From an optimization exercise on the open Yosys and OpenROAD flow, aimed at a short achievable clock period and few clock cycles; shortcuts taken in it are not production practice.
Where RTL was checked, it was by simulation tests only, not by an equivalence proof against the original.
No functional check of the RTL was part of run 3.

==> flow/design.v <==
module crc32_rom (
    input  wire [7:0]  idx,
    output wire [31:0] data
);
    assign data[0] = idx[2];
    assign data[1] = idx[0] ^ idx[3];
    assign data[2] = idx[0] ^ idx[1] ^ idx[4];
    assign data[3] = idx[1] ^ idx[2] ^ idx[5];
    assign data[4] = idx[0] ^ idx[2] ^ idx[3] ^ idx[6];
    assign data[5] = idx[1] ^ idx[3] ^ idx[4] ^ idx[7];
    assign data[6] = idx[4] ^ idx[5];
    assign data[7] = idx[0] ^ idx[5] ^ idx[6];
    assign data[8] = idx[1] ^ idx[6] ^ idx[7];
    assign data[9] = idx[7];
    assign data[10] = idx[2];
    assign data[11] = idx[3];
    assign data[12] = idx[0] ^ idx[4];
    assign data[13] = idx[0] ^ idx[1] ^ idx[5];
    assign data[14] = idx[1] ^ idx[2] ^ idx[6];
    assign data[15] = idx[2] ^ idx[3] ^ idx[7];
    assign data[16] = idx[0] ^ idx[2] ^ idx[3] ^ idx[4];
    assign data[17] = idx[0] ^ idx[1] ^ idx[3] ^ idx[4] ^ idx[5];
    assign data[18] = idx[0] ^ idx[1] ^ idx[2] ^ idx[4] ^ idx[5] ^ idx[6];
    assign data[19] = idx[1] ^ idx[2] ^ idx[3] ^ idx[5] ^ idx[6] ^ idx[7];
    assign data[20] = idx[3] ^ idx[4] ^ idx[6] ^ idx[7];
    assign data[21] = idx[2] ^ idx[4] ^ idx[5] ^ idx[7];
    assign data[22] = idx[2] ^ idx[3] ^ idx[5] ^ idx[6];
    assign data[23] = idx[3] ^ idx[4] ^ idx[6] ^ idx[7];
    assign data[24] = idx[0] ^ idx[2] ^ idx[4] ^ idx[5] ^ idx[7];
    assign data[25] = idx[0] ^ idx[1] ^ idx[2] ^ idx[3] ^ idx[5] ^ idx[6];
    assign data[26] = idx[0] ^ idx[1] ^ idx[2] ^ idx[3] ^ idx[4] ^ idx[6] ^ idx[7];
    assign data[27] = idx[1] ^ idx[3] ^ idx[4] ^ idx[5] ^ idx[7];
    assign data[28] = idx[0] ^ idx[4] ^ idx[5] ^ idx[6];
    assign data[29] = idx[0] ^ idx[1] ^ idx[5] ^ idx[6] ^ idx[7];
    assign data[30] = idx[0] ^ idx[1] ^ idx[6] ^ idx[7];
    assign data[31] = idx[1] ^ idx[7];
endmodule
module crc32_engine (
    input  wire        clk,
    input  wire        rst,
    input  wire        cmd_valid,
    output wire        cmd_ready,
    input  wire [7:0]  cmd,
    input  wire [31:0] din,
    output wire [31:0] dout,
    output wire        err
);
    localparam [31:0] X_INIT = 32'h9226F562;
    reg [31:0] x_q;       
    reg [31:0] y_q;       
    reg [31:0] w_q;       
    reg [31:0] s_sv_q;    
    reg [31:0] d_sv_q;    
    reg [2:0]  fold_q;    
    reg        rst_q;     
    reg        keep_q;    
    reg        sres_q;    
    reg        dres_q;    
    reg [31:0] dout_q;    
    reg        err_q;     
    reg        ready_q;   
    reg        rt_q;      
    reg [7:0]  idx_q;     
    wire zhi     = ~cmd[7] & ~cmd[3] & ~cmd[2];
    wire zlo     = ~cmd[1] & ~cmd[0];
    wire full    = cmd[1] & cmd[0];
    wire op_upd  = zhi & ~cmd[6] &  cmd[5] &  cmd[4];
    wire op_init = zhi & ~cmd[6] & ~cmd[5] &  cmd[4] & zlo;
    wire op_load = zhi & ~cmd[6] &  cmd[5] & ~cmd[4] & zlo;
    wire op_rds  = zhi &  cmd[6] & ~cmd[5] & ~cmd[4] & zlo;
    wire op_fin  = zhi &  cmd[6] & ~cmd[5] &  cmd[4] & zlo;
    wire op_rdt  = zhi &  cmd[6] &  cmd[5] & ~cmd[4] & zlo;
    wire op_nop  = zhi & ~cmd[6] & ~cmd[5] & ~cmd[4] & zlo;
    wire op_short = op_upd & ~full;
    wire fast    = (op_upd & full) | op_init | op_load | op_rds | op_fin | op_nop;
    wire legal   = fast | op_short | op_rdt;
    wire acc     = cmd_valid & ready_q;
    wire c_upd   =  cmd[5] &  cmd[4];               
    wire c_load  =  cmd[5] & ~cmd[4];               
    wire c_init  = ~cmd[6] & ~cmd[5] &  cmd[4];     
    wire c_rds   =  cmd[6] & ~cmd[5] & ~cmd[4];     
    wire c_fin   =  cmd[6] & ~cmd[5] &  cmd[4];     
    wire upd     = acc & c_upd;
    wire x_set   = (acc & c_init) | rst_q;
    wire y_load  = acc & c_load;
    wire xy_keep = keep_q & ~(acc & (cmd[5] | c_init));
    wire go      = acc & ~rst;
    wire d_keep  = ~rst & ~rt_q & ~dres_q & ~(acc & cmd[6] & ~cmd[5]);
    wire [31:0] t4, c1, c2, c3;
    assign t4[0] = x_q[0] ^ x_q[1] ^ x_q[2] ^ x_q[3] ^ x_q[4] ^ x_q[6] ^ x_q[7] ^ x_q[8] ^ x_q[16] ^ x_q[20] ^ x_q[22] ^ x_q[23] ^ x_q[26];
    assign t4[1] = x_q[1] ^ x_q[2] ^ x_q[3] ^ x_q[4] ^ x_q[5] ^ x_q[7] ^ x_q[8] ^ x_q[9] ^ x_q[17] ^ x_q[21] ^ x_q[23] ^ x_q[24] ^ x_q[27];
    assign t4[2] = x_q[0] ^ x_q[2] ^ x_q[3] ^ x_q[4] ^ x_q[5] ^ x_q[6] ^ x_q[8] ^ x_q[9] ^ x_q[10] ^ x_q[18] ^ x_q[22] ^ x_q[24] ^ x_q[25] ^ x_q[28];
    assign t4[3] = x_q[1] ^ x_q[3] ^ x_q[4] ^ x_q[5] ^ x_q[6] ^ x_q[7] ^ x_q[9] ^ x_q[10] ^ x_q[11] ^ x_q[19] ^ x_q[23] ^ x_q[25] ^ x_q[26] ^ x_q[29];
    assign t4[4] = x_q[2] ^ x_q[4] ^ x_q[5] ^ x_q[6] ^ x_q[7] ^ x_q[8] ^ x_q[10] ^ x_q[11] ^ x_q[12] ^ x_q[20] ^ x_q[24] ^ x_q[26] ^ x_q[27] ^ x_q[30];
    assign t4[5] = x_q[0] ^ x_q[3] ^ x_q[5] ^ x_q[6] ^ x_q[7] ^ x_q[8] ^ x_q[9] ^ x_q[11] ^ x_q[12] ^ x_q[13] ^ x_q[21] ^ x_q[25] ^ x_q[27] ^ x_q[28] ^ x_q[31];
    assign t4[6] = x_q[0] ^ x_q[2] ^ x_q[3] ^ x_q[9] ^ x_q[10] ^ x_q[12] ^ x_q[13] ^ x_q[14] ^ x_q[16] ^ x_q[20] ^ x_q[23] ^ x_q[28] ^ x_q[29];
    assign t4[7] = x_q[1] ^ x_q[3] ^ x_q[4] ^ x_q[10] ^ x_q[11] ^ x_q[13] ^ x_q[14] ^ x_q[15] ^ x_q[17] ^ x_q[21] ^ x_q[24] ^ x_q[29] ^ x_q[30];
    assign t4[8] = x_q[0] ^ x_q[2] ^ x_q[4] ^ x_q[5] ^ x_q[11] ^ x_q[12] ^ x_q[14] ^ x_q[15] ^ x_q[16] ^ x_q[18] ^ x_q[22] ^ x_q[25] ^ x_q[30] ^ x_q[31];
    assign t4[9] = x_q[0] ^ x_q[2] ^ x_q[4] ^ x_q[5] ^ x_q[7] ^ x_q[8] ^ x_q[12] ^ x_q[13] ^ x_q[15] ^ x_q[17] ^ x_q[19] ^ x_q[20] ^ x_q[22] ^ x_q[31];
    assign t4[10] = x_q[0] ^ x_q[2] ^ x_q[4] ^ x_q[5] ^ x_q[7] ^ x_q[9] ^ x_q[13] ^ x_q[14] ^ x_q[18] ^ x_q[21] ^ x_q[22] ^ x_q[26];
    assign t4[11] = x_q[1] ^ x_q[3] ^ x_q[5] ^ x_q[6] ^ x_q[8] ^ x_q[10] ^ x_q[14] ^ x_q[15] ^ x_q[19] ^ x_q[22] ^ x_q[23] ^ x_q[27];
    assign t4[12] = x_q[2] ^ x_q[4] ^ x_q[6] ^ x_q[7] ^ x_q[9] ^ x_q[11] ^ x_q[15] ^ x_q[16] ^ x_q[20] ^ x_q[23] ^ x_q[24] ^ x_q[28];
    assign t4[13] = x_q[0] ^ x_q[3] ^ x_q[5] ^ x_q[7] ^ x_q[8] ^ x_q[10] ^ x_q[12] ^ x_q[16] ^ x_q[17] ^ x_q[21] ^ x_q[24] ^ x_q[25] ^ x_q[29];
    assign t4[14] = x_q[0] ^ x_q[1] ^ x_q[4] ^ x_q[6] ^ x_q[8] ^ x_q[9] ^ x_q[11] ^ x_q[13] ^ x_q[17] ^ x_q[18] ^ x_q[22] ^ x_q[25] ^ x_q[26] ^ x_q[30];
    assign t4[15] = x_q[1] ^ x_q[2] ^ x_q[5] ^ x_q[7] ^ x_q[9] ^ x_q[10] ^ x_q[12] ^ x_q[14] ^ x_q[18] ^ x_q[19] ^ x_q[23] ^ x_q[26] ^ x_q[27] ^ x_q[31];
    assign t4[16] = x_q[1] ^ x_q[4] ^ x_q[7] ^ x_q[10] ^ x_q[11] ^ x_q[13] ^ x_q[15] ^ x_q[16] ^ x_q[19] ^ x_q[22] ^ x_q[23] ^ x_q[24] ^ x_q[26] ^ x_q[27] ^ x_q[28];
    assign t4[17] = x_q[2] ^ x_q[5] ^ x_q[8] ^ x_q[11] ^ x_q[12] ^ x_q[14] ^ x_q[16] ^ x_q[17] ^ x_q[20] ^ x_q[23] ^ x_q[24] ^ x_q[25] ^ x_q[27] ^ x_q[28] ^ x_q[29];
    assign t4[18] = x_q[0] ^ x_q[3] ^ x_q[6] ^ x_q[9] ^ x_q[12] ^ x_q[13] ^ x_q[15] ^ x_q[17] ^ x_q[18] ^ x_q[21] ^ x_q[24] ^ x_q[25] ^ x_q[26] ^ x_q[28] ^ x_q[29] ^ x_q[30];
    assign t4[19] = x_q[0] ^ x_q[1] ^ x_q[4] ^ x_q[7] ^ x_q[10] ^ x_q[13] ^ x_q[14] ^ x_q[16] ^ x_q[18] ^ x_q[19] ^ x_q[22] ^ x_q[25] ^ x_q[26] ^ x_q[27] ^ x_q[29] ^ x_q[30] ^ x_q[31];
    assign t4[20] = x_q[0] ^ x_q[3] ^ x_q[4] ^ x_q[5] ^ x_q[6] ^ x_q[7] ^ x_q[11] ^ x_q[14] ^ x_q[15] ^ x_q[16] ^ x_q[17] ^ x_q[19] ^ x_q[22] ^ x_q[27] ^ x_q[28] ^ x_q[30] ^ x_q[31];
    assign t4[21] = x_q[0] ^ x_q[2] ^ x_q[3] ^ x_q[5] ^ x_q[12] ^ x_q[15] ^ x_q[17] ^ x_q[18] ^ x_q[22] ^ x_q[26] ^ x_q[28] ^ x_q[29] ^ x_q[31];
    assign t4[22] = x_q[2] ^ x_q[7] ^ x_q[8] ^ x_q[13] ^ x_q[18] ^ x_q[19] ^ x_q[20] ^ x_q[22] ^ x_q[26] ^ x_q[27] ^ x_q[29] ^ x_q[30];
    assign t4[23] = x_q[0] ^ x_q[3] ^ x_q[8] ^ x_q[9] ^ x_q[14] ^ x_q[19] ^ x_q[20] ^ x_q[21] ^ x_q[23] ^ x_q[27] ^ x_q[28] ^ x_q[30] ^ x_q[31];
    assign t4[24] = x_q[2] ^ x_q[3] ^ x_q[6] ^ x_q[7] ^ x_q[8] ^ x_q[9] ^ x_q[10] ^ x_q[15] ^ x_q[16] ^ x_q[21] ^ x_q[23] ^ x_q[24] ^ x_q[26] ^ x_q[28] ^ x_q[29] ^ x_q[31];
    assign t4[25] = x_q[1] ^ x_q[2] ^ x_q[6] ^ x_q[9] ^ x_q[10] ^ x_q[11] ^ x_q[17] ^ x_q[20] ^ x_q[23] ^ x_q[24] ^ x_q[25] ^ x_q[26] ^ x_q[27] ^ x_q[29] ^ x_q[30];
    assign t4[26] = x_q[2] ^ x_q[3] ^ x_q[7] ^ x_q[10] ^ x_q[11] ^ x_q[12] ^ x_q[18] ^ x_q[21] ^ x_q[24] ^ x_q[25] ^ x_q[26] ^ x_q[27] ^ x_q[28] ^ x_q[30] ^ x_q[31];
    assign t4[27] = x_q[0] ^ x_q[1] ^ x_q[2] ^ x_q[6] ^ x_q[7] ^ x_q[11] ^ x_q[12] ^ x_q[13] ^ x_q[16] ^ x_q[19] ^ x_q[20] ^ x_q[23] ^ x_q[25] ^ x_q[27] ^ x_q[28] ^ x_q[29] ^ x_q[31];
    assign t4[28] = x_q[0] ^ x_q[4] ^ x_q[6] ^ x_q[12] ^ x_q[13] ^ x_q[14] ^ x_q[16] ^ x_q[17] ^ x_q[21] ^ x_q[22] ^ x_q[23] ^ x_q[24] ^ x_q[28] ^ x_q[29] ^ x_q[30];
    assign t4[29] = x_q[0] ^ x_q[1] ^ x_q[5] ^ x_q[7] ^ x_q[13] ^ x_q[14] ^ x_q[15] ^ x_q[17] ^ x_q[18] ^ x_q[22] ^ x_q[23] ^ x_q[24] ^ x_q[25] ^ x_q[29] ^ x_q[30] ^ x_q[31];
    assign t4[30] = x_q[3] ^ x_q[4] ^ x_q[7] ^ x_q[14] ^ x_q[15] ^ x_q[18] ^ x_q[19] ^ x_q[20] ^ x_q[22] ^ x_q[24] ^ x_q[25] ^ x_q[30] ^ x_q[31];
    assign t4[31] = x_q[0] ^ x_q[1] ^ x_q[2] ^ x_q[3] ^ x_q[5] ^ x_q[6] ^ x_q[7] ^ x_q[15] ^ x_q[19] ^ x_q[21] ^ x_q[22] ^ x_q[25] ^ x_q[31];
    assign c1[0] = w_q[2] ^ w_q[8];
    assign c1[1] = w_q[0] ^ w_q[3] ^ w_q[9];
    assign c1[2] = w_q[0] ^ w_q[1] ^ w_q[4] ^ w_q[10];
    assign c1[3] = w_q[1] ^ w_q[2] ^ w_q[5] ^ w_q[11];
    assign c1[4] = w_q[0] ^ w_q[2] ^ w_q[3] ^ w_q[6] ^ w_q[12];
    assign c1[5] = w_q[1] ^ w_q[3] ^ w_q[4] ^ w_q[7] ^ w_q[13];
    assign c1[6] = w_q[4] ^ w_q[5] ^ w_q[14];
    assign c1[7] = w_q[0] ^ w_q[5] ^ w_q[6] ^ w_q[15];
    assign c1[8] = w_q[1] ^ w_q[6] ^ w_q[7] ^ w_q[16];
    assign c1[9] = w_q[7] ^ w_q[17];
    assign c1[10] = w_q[2] ^ w_q[18];
    assign c1[11] = w_q[3] ^ w_q[19];
    assign c1[12] = w_q[0] ^ w_q[4] ^ w_q[20];
    assign c1[13] = w_q[0] ^ w_q[1] ^ w_q[5] ^ w_q[21];
    assign c1[14] = w_q[1] ^ w_q[2] ^ w_q[6] ^ w_q[22];
    assign c1[15] = w_q[2] ^ w_q[3] ^ w_q[7] ^ w_q[23];
    assign c1[16] = w_q[0] ^ w_q[2] ^ w_q[3] ^ w_q[4] ^ w_q[24];
    assign c1[17] = w_q[0] ^ w_q[1] ^ w_q[3] ^ w_q[4] ^ w_q[5] ^ w_q[25];
    assign c1[18] = w_q[0] ^ w_q[1] ^ w_q[2] ^ w_q[4] ^ w_q[5] ^ w_q[6] ^ w_q[26];
    assign c1[19] = w_q[1] ^ w_q[2] ^ w_q[3] ^ w_q[5] ^ w_q[6] ^ w_q[7] ^ w_q[27];
    assign c1[20] = w_q[3] ^ w_q[4] ^ w_q[6] ^ w_q[7] ^ w_q[28];
    assign c1[21] = w_q[2] ^ w_q[4] ^ w_q[5] ^ w_q[7] ^ w_q[29];
    assign c1[22] = w_q[2] ^ w_q[3] ^ w_q[5] ^ w_q[6] ^ w_q[30];
    assign c1[23] = w_q[3] ^ w_q[4] ^ w_q[6] ^ w_q[7] ^ w_q[31];
    assign c1[24] = w_q[0] ^ w_q[2] ^ w_q[4] ^ w_q[5] ^ w_q[7];
    assign c1[25] = w_q[0] ^ w_q[1] ^ w_q[2] ^ w_q[3] ^ w_q[5] ^ w_q[6];
    assign c1[26] = w_q[0] ^ w_q[1] ^ w_q[2] ^ w_q[3] ^ w_q[4] ^ w_q[6] ^ w_q[7];
    assign c1[27] = w_q[1] ^ w_q[3] ^ w_q[4] ^ w_q[5] ^ w_q[7];
    assign c1[28] = w_q[0] ^ w_q[4] ^ w_q[5] ^ w_q[6];
    assign c1[29] = w_q[0] ^ w_q[1] ^ w_q[5] ^ w_q[6] ^ w_q[7];
    assign c1[30] = w_q[0] ^ w_q[1] ^ w_q[6] ^ w_q[7];
    assign c1[31] = w_q[1] ^ w_q[7];
    assign c2[0] = w_q[0] ^ w_q[4] ^ w_q[6] ^ w_q[7] ^ w_q[10] ^ w_q[16];
    assign c2[1] = w_q[1] ^ w_q[5] ^ w_q[7] ^ w_q[8] ^ w_q[11] ^ w_q[17];
    assign c2[2] = w_q[2] ^ w_q[6] ^ w_q[8] ^ w_q[9] ^ w_q[12] ^ w_q[18];
    assign c2[3] = w_q[3] ^ w_q[7] ^ w_q[9] ^ w_q[10] ^ w_q[13] ^ w_q[19];
    assign c2[4] = w_q[4] ^ w_q[8] ^ w_q[10] ^ w_q[11] ^ w_q[14] ^ w_q[20];
    assign c2[5] = w_q[5] ^ w_q[9] ^ w_q[11] ^ w_q[12] ^ w_q[15] ^ w_q[21];
    assign c2[6] = w_q[0] ^ w_q[4] ^ w_q[7] ^ w_q[12] ^ w_q[13] ^ w_q[22];
    assign c2[7] = w_q[1] ^ w_q[5] ^ w_q[8] ^ w_q[13] ^ w_q[14] ^ w_q[23];
    assign c2[8] = w_q[0] ^ w_q[2] ^ w_q[6] ^ w_q[9] ^ w_q[14] ^ w_q[15] ^ w_q[24];
    assign c2[9] = w_q[1] ^ w_q[3] ^ w_q[4] ^ w_q[6] ^ w_q[15] ^ w_q[25];
    assign c2[10] = w_q[2] ^ w_q[5] ^ w_q[6] ^ w_q[10] ^ w_q[26];
    assign c2[11] = w_q[3] ^ w_q[6] ^ w_q[7] ^ w_q[11] ^ w_q[27];
    assign c2[12] = w_q[0] ^ w_q[4] ^ w_q[7] ^ w_q[8] ^ w_q[12] ^ w_q[28];
    assign c2[13] = w_q[0] ^ w_q[1] ^ w_q[5] ^ w_q[8] ^ w_q[9] ^ w_q[13] ^ w_q[29];
    assign c2[14] = w_q[1] ^ w_q[2] ^ w_q[6] ^ w_q[9] ^ w_q[10] ^ w_q[14] ^ w_q[30];
    assign c2[15] = w_q[2] ^ w_q[3] ^ w_q[7] ^ w_q[10] ^ w_q[11] ^ w_q[15] ^ w_q[31];
    assign c2[16] = w_q[0] ^ w_q[3] ^ w_q[6] ^ w_q[7] ^ w_q[8] ^ w_q[10] ^ w_q[11] ^ w_q[12];
    assign c2[17] = w_q[0] ^ w_q[1] ^ w_q[4] ^ w_q[7] ^ w_q[8] ^ w_q[9] ^ w_q[11] ^ w_q[12] ^ w_q[13];
    assign c2[18] = w_q[1] ^ w_q[2] ^ w_q[5] ^ w_q[8] ^ w_q[9] ^ w_q[10] ^ w_q[12] ^ w_q[13] ^ w_q[14];
    assign c2[19] = w_q[0] ^ w_q[2] ^ w_q[3] ^ w_q[6] ^ w_q[9] ^ w_q[10] ^ w_q[11] ^ w_q[13] ^ w_q[14] ^ w_q[15];
    assign c2[20] = w_q[0] ^ w_q[1] ^ w_q[3] ^ w_q[6] ^ w_q[11] ^ w_q[12] ^ w_q[14] ^ w_q[15];
    assign c2[21] = w_q[1] ^ w_q[2] ^ w_q[6] ^ w_q[10] ^ w_q[12] ^ w_q[13] ^ w_q[15];
    assign c2[22] = w_q[2] ^ w_q[3] ^ w_q[4] ^ w_q[6] ^ w_q[10] ^ w_q[11] ^ w_q[13] ^ w_q[14];
    assign c2[23] = w_q[3] ^ w_q[4] ^ w_q[5] ^ w_q[7] ^ w_q[11] ^ w_q[12] ^ w_q[14] ^ w_q[15];
    assign c2[24] = w_q[0] ^ w_q[5] ^ w_q[7] ^ w_q[8] ^ w_q[10] ^ w_q[12] ^ w_q[13] ^ w_q[15];
    assign c2[25] = w_q[1] ^ w_q[4] ^ w_q[7] ^ w_q[8] ^ w_q[9] ^ w_q[10] ^ w_q[11] ^ w_q[13] ^ w_q[14];
    assign c2[26] = w_q[2] ^ w_q[5] ^ w_q[8] ^ w_q[9] ^ w_q[10] ^ w_q[11] ^ w_q[12] ^ w_q[14] ^ w_q[15];
    assign c2[27] = w_q[0] ^ w_q[3] ^ w_q[4] ^ w_q[7] ^ w_q[9] ^ w_q[11] ^ w_q[12] ^ w_q[13] ^ w_q[15];
    assign c2[28] = w_q[0] ^ w_q[1] ^ w_q[5] ^ w_q[6] ^ w_q[7] ^ w_q[8] ^ w_q[12] ^ w_q[13] ^ w_q[14];
    assign c2[29] = w_q[1] ^ w_q[2] ^ w_q[6] ^ w_q[7] ^ w_q[8] ^ w_q[9] ^ w_q[13] ^ w_q[14] ^ w_q[15];
    assign c2[30] = w_q[2] ^ w_q[3] ^ w_q[4] ^ w_q[6] ^ w_q[8] ^ w_q[9] ^ w_q[14] ^ w_q[15];
    assign c2[31] = w_q[3] ^ w_q[5] ^ w_q[6] ^ w_q[9] ^ w_q[15];
    assign c3[0] = w_q[0] ^ w_q[8] ^ w_q[12] ^ w_q[14] ^ w_q[15] ^ w_q[18] ^ w_q[24];
    assign c3[1] = w_q[0] ^ w_q[1] ^ w_q[9] ^ w_q[13] ^ w_q[15] ^ w_q[16] ^ w_q[19] ^ w_q[25];
    assign c3[2] = w_q[0] ^ w_q[1] ^ w_q[2] ^ w_q[10] ^ w_q[14] ^ w_q[16] ^ w_q[17] ^ w_q[20] ^ w_q[26];
    assign c3[3] = w_q[1] ^ w_q[2] ^ w_q[3] ^ w_q[11] ^ w_q[15] ^ w_q[17] ^ w_q[18] ^ w_q[21] ^ w_q[27];
    assign c3[4] = w_q[0] ^ w_q[2] ^ w_q[3] ^ w_q[4] ^ w_q[12] ^ w_q[16] ^ w_q[18] ^ w_q[19] ^ w_q[22] ^ w_q[28];
    assign c3[5] = w_q[0] ^ w_q[1] ^ w_q[3] ^ w_q[4] ^ w_q[5] ^ w_q[13] ^ w_q[17] ^ w_q[19] ^ w_q[20] ^ w_q[23] ^ w_q[29];
    assign c3[6] = w_q[1] ^ w_q[2] ^ w_q[4] ^ w_q[5] ^ w_q[6] ^ w_q[8] ^ w_q[12] ^ w_q[15] ^ w_q[20] ^ w_q[21] ^ w_q[30];
    assign c3[7] = w_q[2] ^ w_q[3] ^ w_q[5] ^ w_q[6] ^ w_q[7] ^ w_q[9] ^ w_q[13] ^ w_q[16] ^ w_q[21] ^ w_q[22] ^ w_q[31];
    assign c3[8] = w_q[3] ^ w_q[4] ^ w_q[6] ^ w_q[7] ^ w_q[8] ^ w_q[10] ^ w_q[14] ^ w_q[17] ^ w_q[22] ^ w_q[23];
    assign c3[9] = w_q[0] ^ w_q[4] ^ w_q[5] ^ w_q[7] ^ w_q[9] ^ w_q[11] ^ w_q[12] ^ w_q[14] ^ w_q[23];
    assign c3[10] = w_q[1] ^ w_q[5] ^ w_q[6] ^ w_q[10] ^ w_q[13] ^ w_q[14] ^ w_q[18];
    assign c3[11] = w_q[0] ^ w_q[2] ^ w_q[6] ^ w_q[7] ^ w_q[11] ^ w_q[14] ^ w_q[15] ^ w_q[19];
    assign c3[12] = w_q[1] ^ w_q[3] ^ w_q[7] ^ w_q[8] ^ w_q[12] ^ w_q[15] ^ w_q[16] ^ w_q[20];
    assign c3[13] = w_q[0] ^ w_q[2] ^ w_q[4] ^ w_q[8] ^ w_q[9] ^ w_q[13] ^ w_q[16] ^ w_q[17] ^ w_q[21];
    assign c3[14] = w_q[0] ^ w_q[1] ^ w_q[3] ^ w_q[5] ^ w_q[9] ^ w_q[10] ^ w_q[14] ^ w_q[17] ^ w_q[18] ^ w_q[22];
    assign c3[15] = w_q[1] ^ w_q[2] ^ w_q[4] ^ w_q[6] ^ w_q[10] ^ w_q[11] ^ w_q[15] ^ w_q[18] ^ w_q[19] ^ w_q[23];
    assign c3[16] = w_q[2] ^ w_q[3] ^ w_q[5] ^ w_q[7] ^ w_q[8] ^ w_q[11] ^ w_q[14] ^ w_q[15] ^ w_q[16] ^ w_q[18] ^ w_q[19] ^ w_q[20];
    assign c3[17] = w_q[0] ^ w_q[3] ^ w_q[4] ^ w_q[6] ^ w_q[8] ^ w_q[9] ^ w_q[12] ^ w_q[15] ^ w_q[16] ^ w_q[17] ^ w_q[19] ^ w_q[20] ^ w_q[21];
    assign c3[18] = w_q[1] ^ w_q[4] ^ w_q[5] ^ w_q[7] ^ w_q[9] ^ w_q[10] ^ w_q[13] ^ w_q[16] ^ w_q[17] ^ w_q[18] ^ w_q[20] ^ w_q[21] ^ w_q[22];
    assign c3[19] = w_q[2] ^ w_q[5] ^ w_q[6] ^ w_q[8] ^ w_q[10] ^ w_q[11] ^ w_q[14] ^ w_q[17] ^ w_q[18] ^ w_q[19] ^ w_q[21] ^ w_q[22] ^ w_q[23];
    assign c3[20] = w_q[3] ^ w_q[6] ^ w_q[7] ^ w_q[8] ^ w_q[9] ^ w_q[11] ^ w_q[14] ^ w_q[19] ^ w_q[20] ^ w_q[22] ^ w_q[23];
    assign c3[21] = w_q[4] ^ w_q[7] ^ w_q[9] ^ w_q[10] ^ w_q[14] ^ w_q[18] ^ w_q[20] ^ w_q[21] ^ w_q[23];
    assign c3[22] = w_q[0] ^ w_q[5] ^ w_q[10] ^ w_q[11] ^ w_q[12] ^ w_q[14] ^ w_q[18] ^ w_q[19] ^ w_q[21] ^ w_q[22];
    assign c3[23] = w_q[0] ^ w_q[1] ^ w_q[6] ^ w_q[11] ^ w_q[12] ^ w_q[13] ^ w_q[15] ^ w_q[19] ^ w_q[20] ^ w_q[22] ^ w_q[23];
    assign c3[24] = w_q[0] ^ w_q[1] ^ w_q[2] ^ w_q[7] ^ w_q[8] ^ w_q[13] ^ w_q[15] ^ w_q[16] ^ w_q[18] ^ w_q[20] ^ w_q[21] ^ w_q[23];
    assign c3[25] = w_q[1] ^ w_q[2] ^ w_q[3] ^ w_q[9] ^ w_q[12] ^ w_q[15] ^ w_q[16] ^ w_q[17] ^ w_q[18] ^ w_q[19] ^ w_q[21] ^ w_q[22];
    assign c3[26] = w_q[2] ^ w_q[3] ^ w_q[4] ^ w_q[10] ^ w_q[13] ^ w_q[16] ^ w_q[17] ^ w_q[18] ^ w_q[19] ^ w_q[20] ^ w_q[22] ^ w_q[23];
    assign c3[27] = w_q[3] ^ w_q[4] ^ w_q[5] ^ w_q[8] ^ w_q[11] ^ w_q[12] ^ w_q[15] ^ w_q[17] ^ w_q[19] ^ w_q[20] ^ w_q[21] ^ w_q[23];
    assign c3[28] = w_q[4] ^ w_q[5] ^ w_q[6] ^ w_q[8] ^ w_q[9] ^ w_q[13] ^ w_q[14] ^ w_q[15] ^ w_q[16] ^ w_q[20] ^ w_q[21] ^ w_q[22];
    assign c3[29] = w_q[5] ^ w_q[6] ^ w_q[7] ^ w_q[9] ^ w_q[10] ^ w_q[14] ^ w_q[15] ^ w_q[16] ^ w_q[17] ^ w_q[21] ^ w_q[22] ^ w_q[23];
    assign c3[30] = w_q[6] ^ w_q[7] ^ w_q[10] ^ w_q[11] ^ w_q[12] ^ w_q[14] ^ w_q[16] ^ w_q[17] ^ w_q[22] ^ w_q[23];
    assign c3[31] = w_q[7] ^ w_q[11] ^ w_q[13] ^ w_q[14] ^ w_q[17] ^ w_q[23];
    wire [31:0] s_cur = t4 ^ y_q;
    wire [31:0] dmask = din & {{8{cmd[1] & cmd[0]}}, {8{cmd[1]}},
                               {8{cmd[1] | cmd[0]}}, 8'hFF};
    wire [31:0] s_in  = t4 ^ (y_q ^ dmask);
    wire [31:0] t_rd;
    crc32_rom u_rom (.idx(idx_q), .data(t_rd));
    always @(posedge clk) begin
        idx_q   <= din[7:0];
        w_q     <= s_in;
        s_sv_q  <= s_cur;
        d_sv_q  <= dout_q;
        rst_q   <= rst;
        keep_q  <= ~rst & ~(acc & ~fast);
        sres_q  <= go & ~(fast | op_short);
        dres_q  <= go & ~legal;
        fold_q  <= {3{go & op_short}} &
                   {cmd[1:0] == 2'd2, cmd[1:0] == 2'd1, cmd[1:0] == 2'd0};
        x_q     <= ({32{upd}} & s_in) | ({32{x_set}} & X_INIT) | ({32{xy_keep}} & x_q);
        y_q     <= ({32{y_load}} & din) | ({32{fold_q[0]}} & c1) | ({32{fold_q[1]}} & c2) |
                   ({32{fold_q[2]}} & c3) | ({32{sres_q}} & s_sv_q) | ({32{xy_keep}} & y_q);
        dout_q  <= {32{~rst}} & (({32{acc & c_rds}} & s_cur) | ({32{acc & c_fin}} & ~s_cur) |
                   ({32{rt_q}} & t_rd) | ({32{dres_q}} & d_sv_q) | ({32{d_keep}} & dout_q));
        err_q   <= ~rst & (err_q | (go & ~legal));
        ready_q <= ~rst & ~(go & ~fast);
        rt_q    <= go & op_rdt;
    end
    assign cmd_ready = ready_q;
    assign dout      = dout_q;
    assign err       = err_q;
endmodule
==> flow/flow/run.sh <==
#!/bin/bash
# Standard layout (the standard.sh, which runs the standard synthesis
# script), with more slow cells kept out of synthesis and repair: three-input
# XORs, high-stack OR/NOR/AND-OR cells and the like. Registers are untouched
# (flip-flops are mapped before ABC and none of them is in the list).
set -euo pipefail
PL=$(cat flow/platform_dont_use.txt)
EXTRA=$(cat flow/extra_dont_use.txt)
bash standard.sh "DONT_USE_CELLS=$PL $EXTRA" finish > standard.log 2>&1
==> flow/flow/extra_dont_use.txt <==
sky130_fd_sc_hd__a2111o_1 sky130_fd_sc_hd__a2111o_2 sky130_fd_sc_hd__a2111o_4 sky130_fd_sc_hd__a2111oi_0 sky130_fd_sc_hd__a2111oi_1 sky130_fd_sc_hd__a2111oi_2 sky130_fd_sc_hd__a2111oi_4 sky130_fd_sc_hd__a222oi_1 sky130_fd_sc_hd__a41o_1 sky130_fd_sc_hd__a41o_2 sky130_fd_sc_hd__a41o_4 sky130_fd_sc_hd__a41oi_1 sky130_fd_sc_hd__a41oi_2 sky130_fd_sc_hd__a41oi_4 sky130_fd_sc_hd__nor4_1 sky130_fd_sc_hd__nor4_2 sky130_fd_sc_hd__nor4_4 sky130_fd_sc_hd__nor4b_1 sky130_fd_sc_hd__nor4b_2 sky130_fd_sc_hd__nor4b_4 sky130_fd_sc_hd__nor4bb_1 sky130_fd_sc_hd__nor4bb_2 sky130_fd_sc_hd__nor4bb_4 sky130_fd_sc_hd__o2111a_1 sky130_fd_sc_hd__o2111a_2 sky130_fd_sc_hd__o2111a_4 sky130_fd_sc_hd__o2111ai_1 sky130_fd_sc_hd__o2111ai_2 sky130_fd_sc_hd__o2111ai_4 sky130_fd_sc_hd__o41a_1 sky130_fd_sc_hd__o41a_2 sky130_fd_sc_hd__o41a_4 sky130_fd_sc_hd__o41ai_1 sky130_fd_sc_hd__o41ai_2 sky130_fd_sc_hd__o41ai_4 sky130_fd_sc_hd__or3_1 sky130_fd_sc_hd__or3_2 sky130_fd_sc_hd__or3_4 sky130_fd_sc_hd__or3b_1 sky130_fd_sc_hd__or3b_2 sky130_fd_sc_hd__or3b_4 sky130_fd_sc_hd__or4_1 sky130_fd_sc_hd__or4_2 sky130_fd_sc_hd__or4_4 sky130_fd_sc_hd__or4b_1 sky130_fd_sc_hd__or4b_2 sky130_fd_sc_hd__or4b_4 sky130_fd_sc_hd__or4bb_1 sky130_fd_sc_hd__or4bb_2 sky130_fd_sc_hd__or4bb_4 sky130_fd_sc_hd__xnor3_1 sky130_fd_sc_hd__xnor3_2 sky130_fd_sc_hd__xnor3_4 sky130_fd_sc_hd__xor3_1 sky130_fd_sc_hd__xor3_2 sky130_fd_sc_hd__xor3_4  sky130_fd_sc_hd__a211oi_1 sky130_fd_sc_hd__a211oi_2 sky130_fd_sc_hd__a211oi_4 sky130_fd_sc_hd__a221o_1 sky130_fd_sc_hd__a221o_2 sky130_fd_sc_hd__a221o_4 sky130_fd_sc_hd__a221oi_1 sky130_fd_sc_hd__a221oi_2 sky130_fd_sc_hd__a221oi_4 sky130_fd_sc_hd__a311o_1 sky130_fd_sc_hd__a311o_2 sky130_fd_sc_hd__a311o_4 sky130_fd_sc_hd__a311oi_1 sky130_fd_sc_hd__a311oi_2 sky130_fd_sc_hd__a311oi_4 sky130_fd_sc_hd__a32o_1 sky130_fd_sc_hd__a32o_2 sky130_fd_sc_hd__a32o_4 sky130_fd_sc_hd__a32oi_1 sky130_fd_sc_hd__a32oi_2 sky130_fd_sc_hd__a32oi_4 sky130_fd_sc_hd__and4_1 sky130_fd_sc_hd__and4_2 sky130_fd_sc_hd__and4_4 sky130_fd_sc_hd__and4b_1 sky130_fd_sc_hd__and4b_2 sky130_fd_sc_hd__and4b_4 sky130_fd_sc_hd__and4bb_1 sky130_fd_sc_hd__and4bb_2 sky130_fd_sc_hd__and4bb_4 sky130_fd_sc_hd__mux4_1 sky130_fd_sc_hd__mux4_2 sky130_fd_sc_hd__mux4_4 sky130_fd_sc_hd__nand4_1 sky130_fd_sc_hd__nand4_2 sky130_fd_sc_hd__nand4_4 sky130_fd_sc_hd__nand4b_1 sky130_fd_sc_hd__nand4b_2 sky130_fd_sc_hd__nand4b_4 sky130_fd_sc_hd__nand4bb_1 sky130_fd_sc_hd__nand4bb_2 sky130_fd_sc_hd__nand4bb_4 sky130_fd_sc_hd__nor3_1 sky130_fd_sc_hd__nor3_2 sky130_fd_sc_hd__nor3_4 sky130_fd_sc_hd__nor3b_1 sky130_fd_sc_hd__nor3b_2 sky130_fd_sc_hd__nor3b_4 sky130_fd_sc_hd__o211ai_1 sky130_fd_sc_hd__o211ai_2 sky130_fd_sc_hd__o211ai_4 sky130_fd_sc_hd__o221a_1 sky130_fd_sc_hd__o221a_2 sky130_fd_sc_hd__o221a_4 sky130_fd_sc_hd__o221ai_1 sky130_fd_sc_hd__o221ai_2 sky130_fd_sc_hd__o221ai_4 sky130_fd_sc_hd__o311a_1 sky130_fd_sc_hd__o311a_2 sky130_fd_sc_hd__o311a_4 sky130_fd_sc_hd__o311ai_0 sky130_fd_sc_hd__o311ai_1 sky130_fd_sc_hd__o311ai_2 sky130_fd_sc_hd__o311ai_4 sky130_fd_sc_hd__o32a_1 sky130_fd_sc_hd__o32a_2 sky130_fd_sc_hd__o32a_4 sky130_fd_sc_hd__o32ai_1 sky130_fd_sc_hd__o32ai_2 sky130_fd_sc_hd__o32ai_4 
==> flow/flow/platform_dont_use.txt <==
sky130_fd_sc_hd__lpflow_bleeder_1 sky130_fd_sc_hd__lpflow_clkbufkapwr_1 sky130_fd_sc_hd__lpflow_clkbufkapwr_16 sky130_fd_sc_hd__lpflow_clkbufkapwr_2 sky130_fd_sc_hd__lpflow_clkbufkapwr_4 sky130_fd_sc_hd__lpflow_clkbufkapwr_8 sky130_fd_sc_hd__lpflow_clkinvkapwr_1 sky130_fd_sc_hd__lpflow_clkinvkapwr_16 sky130_fd_sc_hd__lpflow_clkinvkapwr_2 sky130_fd_sc_hd__lpflow_clkinvkapwr_4 sky130_fd_sc_hd__lpflow_clkinvkapwr_8 sky130_fd_sc_hd__lpflow_decapkapwr_12 sky130_fd_sc_hd__lpflow_decapkapwr_3 sky130_fd_sc_hd__lpflow_decapkapwr_4 sky130_fd_sc_hd__lpflow_decapkapwr_6 sky130_fd_sc_hd__lpflow_decapkapwr_8 sky130_fd_sc_hd__lpflow_inputiso0n_1 sky130_fd_sc_hd__lpflow_inputiso0p_1 sky130_fd_sc_hd__lpflow_inputiso1n_1 sky130_fd_sc_hd__lpflow_inputiso1p_1 sky130_fd_sc_hd__lpflow_inputisolatch_1 sky130_fd_sc_hd__lpflow_isobufsrc_1 sky130_fd_sc_hd__lpflow_isobufsrc_16 sky130_fd_sc_hd__lpflow_isobufsrc_2 sky130_fd_sc_hd__lpflow_isobufsrc_4 sky130_fd_sc_hd__lpflow_isobufsrc_8 sky130_fd_sc_hd__lpflow_isobufsrckapwr_16 sky130_fd_sc_hd__lpflow_lsbuf_lh_hl_isowell_tap_1 sky130_fd_sc_hd__lpflow_lsbuf_lh_hl_isowell_tap_2 sky130_fd_sc_hd__lpflow_lsbuf_lh_hl_isowell_tap_4 sky130_fd_sc_hd__lpflow_lsbuf_lh_isowell_4 sky130_fd_sc_hd__lpflow_lsbuf_lh_isowell_tap_1 sky130_fd_sc_hd__lpflow_lsbuf_lh_isowell_tap_2 sky130_fd_sc_hd__lpflow_lsbuf_lh_isowell_tap_4 sky130_fd_sc_hd__probe_p_8 sky130_fd_sc_hd__probec_p_8 
==> flow/standard.sh <==
#!/bin/bash
# synth_recipe.tcl (not shown) runs the flow's synth.tcl, then flattens the netlist and writes it again
# the make line also repeats each setting of config.mk as NAME=value (left out here)
make -C /OpenROAD-flow-scripts/flow DESIGN_CONFIG=/design/flow/config.mk WORK_HOME=/design/flow/orfs CLKGATE_MAP_FILE= SYNTH_SCRIPT=/design/flow/synth_recipe.tcl "${@:-finish}"
==> flow/config.mk <==
export PLATFORM = sky130hd
export DESIGN_NAME = crc32_engine
export DESIGN_NICKNAME = crc32_engine
export VERILOG_FILES = /design/flow/design.v
export SDC_FILE = /design/flow/constraint.sdc
export NUM_CORES = 4
export LEC_CHECK = 0
export ABC_CLOCK_PERIOD_IN_PS = 1000
export CAP_MARGIN = 10
export CORE_MARGIN = 2
export CORE_UTILIZATION = 40
export SETUP_SLACK_MARGIN = 5.0
export SLEW_MARGIN = 10
export TNS_END_PERCENT = 100
==> flow/constraint.sdc <==
create_clock -name core_clock -period 6.0 [get_ports {clk}]
set_input_delay 1.2000 -clock core_clock [delete_from_list [all_inputs] [get_ports {clk}]]
set_output_delay 1.2000 -clock core_clock [all_outputs]
set_load 0.01 [all_outputs]
==> results of run 1 <==
-- state kept, by name (all words and copies together) (netlist names) --
name	flops
err_q	1
fold_q	3
y_q	32
s_sv_q	32
x_q	32
rt_q	1
d_sv_q	32
keep_q	1
rst_q	1
dout_q	32
w_q	32
idx_q	8
dres_q	1
sres_q	1
ready_q	1
-- final cells by class --
class | count | area share (%)
Multi-Input combinational cell | 1090 | 55.4
Sequential cell | 210 | 20.0
Timing Repair Buffer | 358 | 18.3
Clock buffer | 30 | 2.94
Tap cell | 448 | 2.53
Clock inverter | 12 | 0.592
Inverter | 13 | 0.276
-- layer usage --
metal / vias to the layer above / routed length (um)
met5: - / 8
met2: 807 / 27800
met4: 2 / 4800
met1: 5923 / 22500
li1: 5181 / -
met3: 274 / 5370
-- cells by family (layout without fill, tap and decap cells) --
| group | Yosys count | after routing | share of synthesized area [%] |
|---|---|---|---|
| and+or+nand+nor | 149 | 154 | 4.75 |
| DFF | 210 | 210 | 30.6 |
| buffers and inverters | 128 | 413 | 4.84 |
| AOI/OAI and AO/OA | 255 | 256 | 12.2 |
| muxes | 16 | 16 | 1.17 |
| xor gates and xnor gates | 664 | 664 | 46.4 |
-- placed cells by master, fill, tap and decap left out, drive strengths merged, types with 2 or more instances in the layout --
cell and n:
o21bai 2, clkinv 6, a21oi 75, and2 5
a22oi 48, o21ai 49, and3b 5, clkbuf 30
nand2b 3, clkdlybuf4s50 24, nand2 93, buf 332
a211o 2, a22o 49, nand3 21, a31oi 13
mux2i 16, nor2 18, nor2b 3, xor2 121
bufinv 2, a21bo 11, inv 15, clkinvlp 2
or2 2, o21a 4, nand3b 3, xnor2 543
dfxtp 210
-- repair_timing --
action | in CTS | in global routing
pin swaps | 168 | 146
hold buffers | 0 | 0
endpoints found under the setup margin | 212 | 204
setup buffers | 189 | 71
cloned | 13 | 1
gates resized for setup | 672 | 140
-- Yosys cell counts (2+ instances only) --
cell	count	area share, %
mux2i_1	16	1.2
nand3b_1	3	0.16
a22o_1	49	3.1
and3b_1	5	0.32
a31oi_1	13	0.59
or2_2	2	0.091
xnor2_2	40	4.7
o21bai_1	2	0.11
inv_1	13	0.36
nor2_1	15	0.41
buf_4	22	1.2
o21ai_0	49	1.8
xnor2_1	492	31
buf_1	4	0.11
a21bo_2	10	0.73
xor2_2	4	0.47
a22oi_1	48	2.6
xnor2_4	11	2.2
clkbuf_1	58	1.6
and2_1	3	0.14
buf_2	21	0.77
buf_6	10	0.82
o21a_1	3	0.16
xor2_1	116	7.4
nand2b_1	3	0.14
nor2b_1	3	0.14
a211o_1	2	0.13
dfxtp_1	210	31
a21oi_1	75	2.7
nand3_1	21	0.77
nand2_1	93	2.5
-- through the flow --
step / cell area, um2 / instances / hold WS (ps) / worst slack, ps
finish: 22200 / 2161 / 379 / 3760
global placement: 15400 / 1845 / 344 / 2210
floorplan: 14900 / 1422 / 375 / 3590
CTS: 20600 / 2089 / 377 / 3780
detailed placement: 15400 / 1845 / 349 / 2180
global route: 22200 / 2161 / 388 / 3700
-- worst max path at each step --
stage	startpoint	end	slack [ps]	cells past startpoint
floorplan	cmd_valid	y_q[22]	3590	9
global placement	cmd[4]	y_q[5]	2210	8
finish	x_q[3]	x_q[30]	3760	10
detailed placement	cmd[4]	y_q[5]	2180	8
global route	x_q[3]	dout_q[30]	3700	10
CTS	ready_q	cmd_ready	3780	1
==> results.ini, run 1 <==
[setup_path]
worst-path-max-fanout=4
cp_common_cell=xnor2_4
cp_cell_sequence=buf_12 -> xor2_4 -> xnor2_4 -> buf_12 -> xnor2_4 -> xnor2_2 -> xnor2_2 -> buf_6 -> xnor2_4 -> a22o_1
slowest_delay_ps=360
arrival_ps=2670
r2r_slack_ps=3760
critPathTopFamily=XOR/XNOR gates
start_kind=register
critPathSlowestCell=dfxtp_4
required_ps=6430
rr_startpoint=x_q[3]
r2r_cells=10
critPathKind=reg2reg
r2r_end=x_q[30]
path_buf_inv=3
end_kind=register

[min_path]
worstHoldPathCells=0
min_to=d_sv_q[15]
hp-start=dout_q[15]
hold_class=reg2reg

[routing]
wire_per_inst_um=28.0
drc=0
drt.antenna.violating_nets=0
vias=12200
wl_mm=60.5
drtIter0Drc=1297
vias_per_cell=5.64
firstDrtPassIters=7

[grt]
grt_pass1_vias=11900
grt_remaining_overflow=0
antenna_found_initial=1
grt_pass1_wl_mm=81.9
grt_usage_pct=31.4
grt_max_degree=33
busiest_layer=met2
use_met3_pct=4.91
met2_usage_pct=51.2
met1_usage_pct=40.2

[layout]
final_nets=1740
fillers=2387
diodes=0
drive_above_1_share_pct=50.6
seq_area_um2=4430
multi_input_area_um2=12300
utilization_pct=65.8
area_growth_pct=61.6

[synthesis]
ys.flop_type=dfxtp_1
ys_types=37
syn_inst=1422
synth-edff-count=0
yosys_warnings=1
ys_seq_area_share_pct=30.6
netlist_area_um2=13700
synth_area_per_cell_um2=9.66
synth_seq_cells=210
async_flop_share_pct=0

[floorplanning]
fp.dieW_um=189
core-area_um2=33700
initial_utilization_pct=40.7
die_area_um2=35800
dieHeight_um=189
num_rows=67
ios=77

[clock_tree]
tritoncts=yes
clock_sinks=210
insertion_delay_ps=550
numCtsBuffers=24
path_clk_slew_ps=60
clock_path_buffers=3
cts-htree-levels=1
clockRootBuffer=clkbuf_16

[timing]
drv_slew=0
setup_viol=0
finClkSkew_ps=24.2
max_slew_margin_pct=42.2
final_hold_viol_count=0
post-route-min-period_ps=2240
rsz0062_at_grt=yes
fmax_mhz=446
fin_crit_sh_pct=37.4
finalSetupTns_ps=0
tightestPinTransition_ps=860

[run_status]
status=finished clean

[place]
placement.io_buffers=76
dpl.hpwl_mm=37.1
place_congestion=0.950

[job]
maxCapViolations=0

Testbench counts, summed over its fixed seeds: cycles 6,042.
==> run 2: changes to the inputs <==
--- a/flow/flow/run.sh
+++ b/flow/flow/run.sh
@@ -7,3 +7,3 @@
 PL=$(cat flow/platform_dont_use.txt)
 EXTRA=$(cat flow/extra_dont_use.txt)
-bash standard.sh "DONT_USE_CELLS=$PL $EXTRA" finish > standard.log 2>&1
+bash standard.sh "DONT_USE_CELLS=$PL $EXTRA" REMOVE_ABC_BUFFERS=1 finish > standard.log 2>&1
--- a/flow/config.mk
+++ b/flow/config.mk
@@ -7,8 +7,8 @@
 export LEC_CHECK = 0
 export ABC_CLOCK_PERIOD_IN_PS = 1000
-export CAP_MARGIN = 10
+export CAP_MARGIN = 20
 export CORE_MARGIN = 2
 export CORE_UTILIZATION = 40
 export SETUP_SLACK_MARGIN = 5.0
-export SLEW_MARGIN = 10
+export SLEW_MARGIN = 20
 export TNS_END_PERCENT = 100
==> run 2 against run 1 <==
Still clean on timing, DRC and antenna. Flip-flop and latch count is the same. Cell area grew 2.3%. Synthesized cell count is the same. Final cell count grew 2.3%. Global-route usage grew 2.0 points. First-iteration DRC count grew 54%. Sequential share of layout area shrank 0.47 points. Clock-buffer cell count grew 3. Fmax shrank 19%. Non-clock buffer count grew 48. Critical path type unchanged. Largest cell class unchanged. Highest routed layer is now met4.
==> results.ini, run 2 <==
[synthesis]
async_flop_share_pct=0  ; unchanged
synth-edff-count=0  ; unchanged
ys_types=37  ; unchanged
synth_seq_cells=210  ; unchanged
ys_seq_area_share_pct=30.6  ; unchanged
yosys_warnings=1  ; unchanged
syn_inst=1422  ; unchanged
synth_area_per_cell_um2=9.66  ; unchanged
yosys.area.top_type=xnor2_1
synthTopCellsByCount=xnor2_1 (492), dfxtp_1 (210), xor2_1 (116)
netlist_area_um2=13700  ; unchanged
ys.flop_type=dfxtp_1
yosysMostFrequentCell=xnor2_1
synthTopCellsByArea=xnor2_1 (31%), dfxtp_1 (31%), xor2_1 (7.4%)
synth_top_area_share_pct=31.4  ; unchanged

[setup_path]
critPathKind=reg2reg
worst-path-max-fanout=4  ; unchanged
required_ps=6440  ; about the same
end_kind=register
cp_cell_sequence=buf_4 -> xnor2_1 -> xnor2_2 -> xnor2_2 -> xnor2_4 -> xor2_1 -> nand2_1 -> a31oi_1
slowest_delay_ps=730  ; +370 ps
cp_common_cell=xnor2_2
arrival_ps=3200  ; +530 ps
critPathSlowestCell=xnor2_1
start_kind=register

[timing]
final_hold_viol_count=0  ; unchanged
finClkSkew_ps=25.8  ; +1.58 ps
max_slew_margin_pct=37.0  ; -5.2 points
rsz0062_at_grt=yes
drv_slew=0  ; unchanged
fin_crit_sh_pct=46.0  ; +8.6 points
finalSetupTns_ps=0  ; unchanged
tightestPinTransition_ps=938  ; +77.7 ps
fin_ws_ps=3240  ; -516 ps
post-route-min-period_ps=2760  ; +516 ps
fmax_mhz=362  ; -19%
holdWs_ps=385  ; +5.77 ps
setup_viol=0  ; unchanged

[floorplanning]
initial_utilization_pct=40.7  ; unchanged
ios=77  ; unchanged
core-area_um2=33700  ; unchanged
dieHeight_um=189  ; unchanged
num_rows=67  ; unchanged
fp.dieW_um=189  ; unchanged
die_area_um2=35800  ; unchanged

[routing]
drtIter0Drc=2002  ; +54%
drt.antenna.violating_nets=0  ; unchanged
wire_per_inst_um=32.1  ; +15%
vias=13400  ; +10%
firstDrtPassIters=5  ; -2
drc=0  ; unchanged
vias_per_cell=6.08  ; +7.8%
wl_mm=71.0  ; +17%

[layout]
drive_above_1_share_pct=52.4  ; +1.9 points
final_common_cell=xnor2_1
layout.cells.non_filler=2210  ; +2.3%
utilization_pct=67.4  ; +1.5 points
diodes=0  ; unchanged
final_nets=1789  ; +2.8%
final_cell_mix=xnor2_1 (296), buf_6 (158), buf_4 (152), xnor2_2 (150), dfxtp_1 (120)
fillers=2095  ; -12%
area_growth_pct=65.3
stdcell_area_um2=22700  ; +2.3%

[place]
dpl.cell_count=1843  ; -0.11%
place_congestion=0.940  ; -1.1%
place_ws_ps=2490  ; +303 ps
dpl.hpwl_mm=34.0  ; -8.3%
placement.io_buffers=76  ; unchanged
place_area_um2=14500  ; -5.6%

[grt]
grt_max_degree=34  ; +3.0%
antenna_found_initial=0  ; -1
grt_pass1_vias=12700  ; +6.3%
grt_usage_pct=33.4  ; +2.0 points
grt_pass1_wl_mm=87.2  ; +6.5%
grt_remaining_overflow=0  ; unchanged

[clock_tree]
clock_sinks=210  ; unchanged
numCtsBuffers=25  ; +4.2%
path_clk_slew_ps=60  ; about the same
clockRootBuffer=clkbuf_16
tritoncts=yes
insertion_delay_ps=540  ; about the same
clock_path_buffers=3  ; unchanged
cts-htree-levels=1  ; unchanged

[min_path]
hold_class=reg2reg

[run_status]
status=finished clean

[job]
maxCapViolations=0  ; unchanged

run 2: cell counts after synthesis:
Identical to the previous run, type by type.
run 2: critical path: cells and delay by family, from the launching register on:
family                    cells  cell delay (ps)
AOI/OAI and AO/OA             1              160
xor gates and xnor gates      5             1810
buffers and inverters         1              190
DFF                           1              410
and+or+nand+nor               1              100
run 2: final cells by class:
cell class | count | area [um2] | share of cell area, %
Tap cell | 448 | 561 | 2.47
Clock buffer | 33 | 696 | 3.06
Timing Repair Buffer | 406 | 4510 | 19.9
Sequential cell | 210 | 4430 | 19.5
Inverter | 13 | 48.8 | 0.215
Multi-Input combinational cell | 1090 | 12300 | 54.3
Clock inverter | 10 | 135 | 0.595
run 2: repair_timing:
item	in CTS	in global routing
hold buffers	0	0
cloned	20	2
endpoints found under the hold margin	0	0
setup buffers	209	93
endpoints found under the setup margin	212	204
pin swaps	224	161
resized for setup	879	178
run 2: cell families after synthesis:
| group | after synthesis | synth area share, % |
|---|---|---|
| muxes | 16 | 1.17 |
| and+or+nand+nor | 149 | 4.75 |
| xor gates and xnor gates | 664 | 46.4 |
| AOI/OAI and AO/OA | 255 | 12.2 |
| DFF | 210 | 30.6 |
| buffers and inverters | 128 | 4.84 |
run 2: layer usage:
| layer | part of all wire, % | track usage (%) | wire (um) |
|---|---|---|---|
| met1 | 35 | 42.6 | 24500 |
| met2 | 44 | 52.8 | 31000 |
| met3 | 12 | 6.36 | 8280 |
| met4 | 10 | 19.8 | 7230 |
| met5 | 0 | 0 | 0 |
run 2: final timing paths:
kind              startpoint         end  slack [ps]  depth (start not counted)
setup / recovery     x_q[19]   dout_q[9]        3240                          8
hold reg to reg   dout_q[26]  d_sv_q[26]         380                          0
hold / removal    dout_q[26]  d_sv_q[26]         380                          0
setup reg to reg     x_q[19]   dout_q[9]        3240                          8
==> run 3: changes to the inputs <==
--- a/flow/design.v
+++ b/flow/design.v
@@ -55,4 +55,5 @@
     reg        rst_q;     
     reg        keep_q;    
+    reg        yf_q;      
     reg        sres_q;    
     reg        dres_q;    
@@ -236,5 +237,7 @@
         y_q     <= ({32{y_load}} & din) | ({32{fold_q[0]}} & c1) | ({32{fold_q[1]}} & c2) |
                    ({32{fold_q[2]}} & c3) | ({32{sres_q}} & s_sv_q) | ({32{xy_keep}} & y_q);
-        dout_q  <= {32{~rst}} & (({32{acc & c_rds}} & s_cur) | ({32{acc & c_fin}} & ~s_cur) |
+        yf_q    <= y_load | (|fold_q) | sres_q | (yf_q & xy_keep);
+        dout_q  <= {32{~rst}} & (({32{acc & c_rds & ~yf_q}} & t4) | ({32{acc & c_fin & ~yf_q}} & ~t4) |
+                   ({32{acc & c_rds & yf_q}} & y_q) | ({32{acc & c_fin & yf_q}} & ~y_q) |
                    ({32{rt_q}} & t_rd) | ({32{dres_q}} & d_sv_q) | ({32{d_keep}} & dout_q));
         err_q   <= ~rst & (err_q | (go & ~legal));
--- a/flow/flow/run.sh
+++ b/flow/flow/run.sh
@@ -7,3 +7,3 @@
 PL=$(cat flow/platform_dont_use.txt)
 EXTRA=$(cat flow/extra_dont_use.txt)
-bash standard.sh "DONT_USE_CELLS=$PL $EXTRA" REMOVE_ABC_BUFFERS=1 finish > standard.log 2>&1
+bash standard.sh "DONT_USE_CELLS=$PL $EXTRA" finish > standard.log 2>&1
==> run 3 against run 2 <==
Still clean. Flip-flop and latch count increased by 1. Utilization increased by 3.1 points. Synthesized cell count increased by 8.9%. Worst hold slack got worse by 5.4 ps. Register-to-register slack improved by 400 ps. Largest cell class unchanged.
==> results.ini, run 3 <==
[grt]
grt_remaining_overflow=0  ; unchanged
antenna_found_initial=3  ; +3
grt_usage_pct=35.5  ; +2.0 points
grt_pass1_vias=14000  ; +10%
grt_pass1_wl_mm=95.3  ; +9.2%
grt_max_degree=36  ; +5.9%

[synthesis]
ys_seq_area_share_pct=29.5  ; -1.1 points
synth_area_per_cell_um2=9.24  ; -4.3%
synth_seq_cells=211  ; +0.48%
syn_inst=1548  ; +8.9%
synthTopCellsByArea=xnor2_1 (32%), dfxtp_1 (30%), xor2_1 (10%)
ys_types=35  ; -5.4%
synthTopCellsByCount=xnor2_1 (523), dfxtp_1 (211), xor2_1 (169)
synth-edff-count=0  ; unchanged
synth_top_area_share_pct=32.0  ; +0.65 points
yosysMostFrequentCell=xnor2_1
ys.flop_type=dfxtp_1
yosys_warnings=1  ; unchanged
netlist_area_um2=14300  ; +4.2%
yosys.area.top_type=xnor2_1
async_flop_share_pct=0  ; unchanged

[routing]
vias_per_cell=5.92  ; -2.7%
drtIter0Drc=1559  ; -22%
drc=0  ; unchanged
firstDrtPassIters=6  ; +1
vias=14200  ; +5.4%
drt.antenna.violating_nets=0  ; unchanged
wl_mm=72.3  ; +1.8%
wire_per_inst_um=30.2  ; -6.0%

[timing]
setup_viol=0  ; unchanged
max_slew_margin_pct=49.4  ; +12 points
fmax_mhz=424  ; +17%
final_hold_viol_count=0  ; unchanged
drv_slew=0  ; unchanged
finalSetupTns_ps=0  ; unchanged
fin_ws_ps=3640  ; +403 ps
tightestPinTransition_ps=759  ; -179 ps
post-route-min-period_ps=2360  ; -403 ps
finClkSkew_ps=41.8  ; +16.0 ps
rsz0062_at_grt=yes
fin_crit_sh_pct=39.3  ; -6.7 points

[floorplanning]
num_rows=69  ; +3.0%
core-area_um2=35400  ; +5.0%
ios=77  ; unchanged
initial_utilization_pct=40.4  ; -0.34 points
dieHeight_um=193  ; +2.0%
die_area_um2=37300  ; +4.1%
fp.dieW_um=193  ; +2.0%

[setup_path]
worst-path-max-fanout=7  ; +3
rr_startpoint=x_q[2]
required_ps=6440  ; about the same
r2r_end=x_q[22]
end_kind=register
crit_start=x_q[2]
r2r_slack_ps=3640  ; +400 ps
critPathKind=reg2reg
arrival_ps=2790  ; -410 ps
start_kind=register
r2r_cells=9  ; +1
critPathCapture=x_q[22]

[place]
dpl.cell_count=1986  ; +7.8%
dpl.hpwl_mm=39.0  ; +15%
place_ws_ps=2390  ; -94.6 ps
place_area_um2=16200  ; +11%
placement.io_buffers=76  ; unchanged
place_congestion=0.925  ; -1.6%

[layout]
layout.cells.non_filler=2394  ; +8.3%
final_cell_mix=xnor2_1 (285), buf_6 (181), buf_4 (172), xnor2_2 (140), xnor2_4 (133)
utilization_pct=70.5  ; +3.1 points
area_growth_pct=74.4
final_nets=1958  ; +9.4%
final_common_cell=xnor2_1
drive_above_1_share_pct=53.0  ; +0.53 points
stdcell_area_um2=24900  ; +9.9%
diodes=0  ; unchanged

[clock_tree]
tritoncts=yes
clock_sinks=211  ; +0.48%
numCtsBuffers=24  ; -4.0%
clockRootBuffer=clkbuf_16
insertion_delay_ps=550  ; about the same
cts_hold_buf=0  ; unchanged
path_clk_slew_ps=70  ; about the same
cts-htree-levels=1  ; unchanged
clock_path_buffers=3  ; unchanged

[job]
maxCapViolations=0  ; unchanged

[run_status]
status=finished clean

[min_path]
hold_class=reg2reg
hp-start=dout_q[16]

==> run 3: worst max-delay path: stages (launching register included) <==
cell,delay (ps)
dfxtp_4,410
buf_12,140
xnor2_4,170
buf_6,160
xnor2_4,90
xnor2_2,330
xnor2_2,220
xor2_2,330
xnor2_2,160
a22o_1,230
==> run 3: logic make-up (layout without fill, tap and decap cells) <==
kind of cell,count (synthesis),in the layout,share of synthesized area (%)
xor+xnor,728,728,47.0
compound gates,256,256,11.5
buf+inv,131,509,4.24
flops,211,211,29.5
mux,13,13,0.910
simple gates,209,216,6.78
==> run 3: worst min-delay path by stage <==
stage / end / cells past startpoint
2_1_floorplan: d_sv_q[13] / 0
3_3_place_gp: d_sv_q[26] / 0
3_5_place_dp: d_sv_q[6] / 0
4_1_cts: d_sv_q[16] / 0
5_1_grt: d_sv_q[16] / 0
6_report: d_sv_q[16] / 0
==> run 3: cell type report <==
type                    count  area (um2)
multi-input cells        1213       13900
fillers                  2196       10500
repair buffers            457        5120
flip-flops and latches    211        4440
clock buffers              31         657
well taps                 461         577
clock inverters            13         188
inverters                   8        30.0
==> run 3: routing by layer <==
metal  share of wire [%]  GRT usage, %  vias up  wire (um)
met1                  36          43.9     6905      26100
met4                 9.3          20.3        6       6730
met3                  10          7.64      417       7340
met5               0.060             0        -         43
li1                    -             -     5775          -
met2                  44          57.3     1062      32100
==> run 3: timing repair <==
action | in CTS | in global routing
cloned | 23 | 0
buffers inserted | 271 | 70
pin swaps | 262 | 146
endpoints found under the setup margin | 213 | 204
gates resized for setup | 860 | 162
==> run 3: through the flow <==
step	hold WS, ps
2_1_floorplan	375
3_3_place_gp	348
5_1_grt	387
6_report	379
3_5_place_dp	347
4_1_cts	383

-- port drivers added, routing unchanged --
In the flow no input, the clock included, has a driving cell. The finished layouts below were timed again as built, in two steps. Step 1: set_driving_cell puts a clkbuf_16 on clk and a buf_2 on each other input, an assumption about the parent block. Step 2 also shifts input and output timing later by t, the mid clock arrival at the registers, as if the neighbouring blocks saw the same clock. Slacks: no drivers / after step 1 / after step 2; pairs: no drivers / after step 1.
| run | t, ns | slack for setup (ns) | worst setup path at the end | worst register clock-pin slew, ns | worst data-port slew with drivers (ns) |
|---|---|---|---|---|---|
| run 1 | 0.581 | 3.756 / 3.734 / 3.195 | input to register | 0.07 / 0.07 | 0.08 |
| run 2 | 0.577 | 3.240 / 3.240 / 3.000 | input to register | 0.07 / 0.07 | 0.06 |
| run 3 | 0.581 | 3.643 / 3.643 / 3.181 | input to register | 0.07 / 0.07 | 0.06 |
After both steps every run listed still meets setup and hold. For run 1, which loses most, drivers alone change the setup slack by -0.022 ns; drivers and shift together by -0.561 ns.
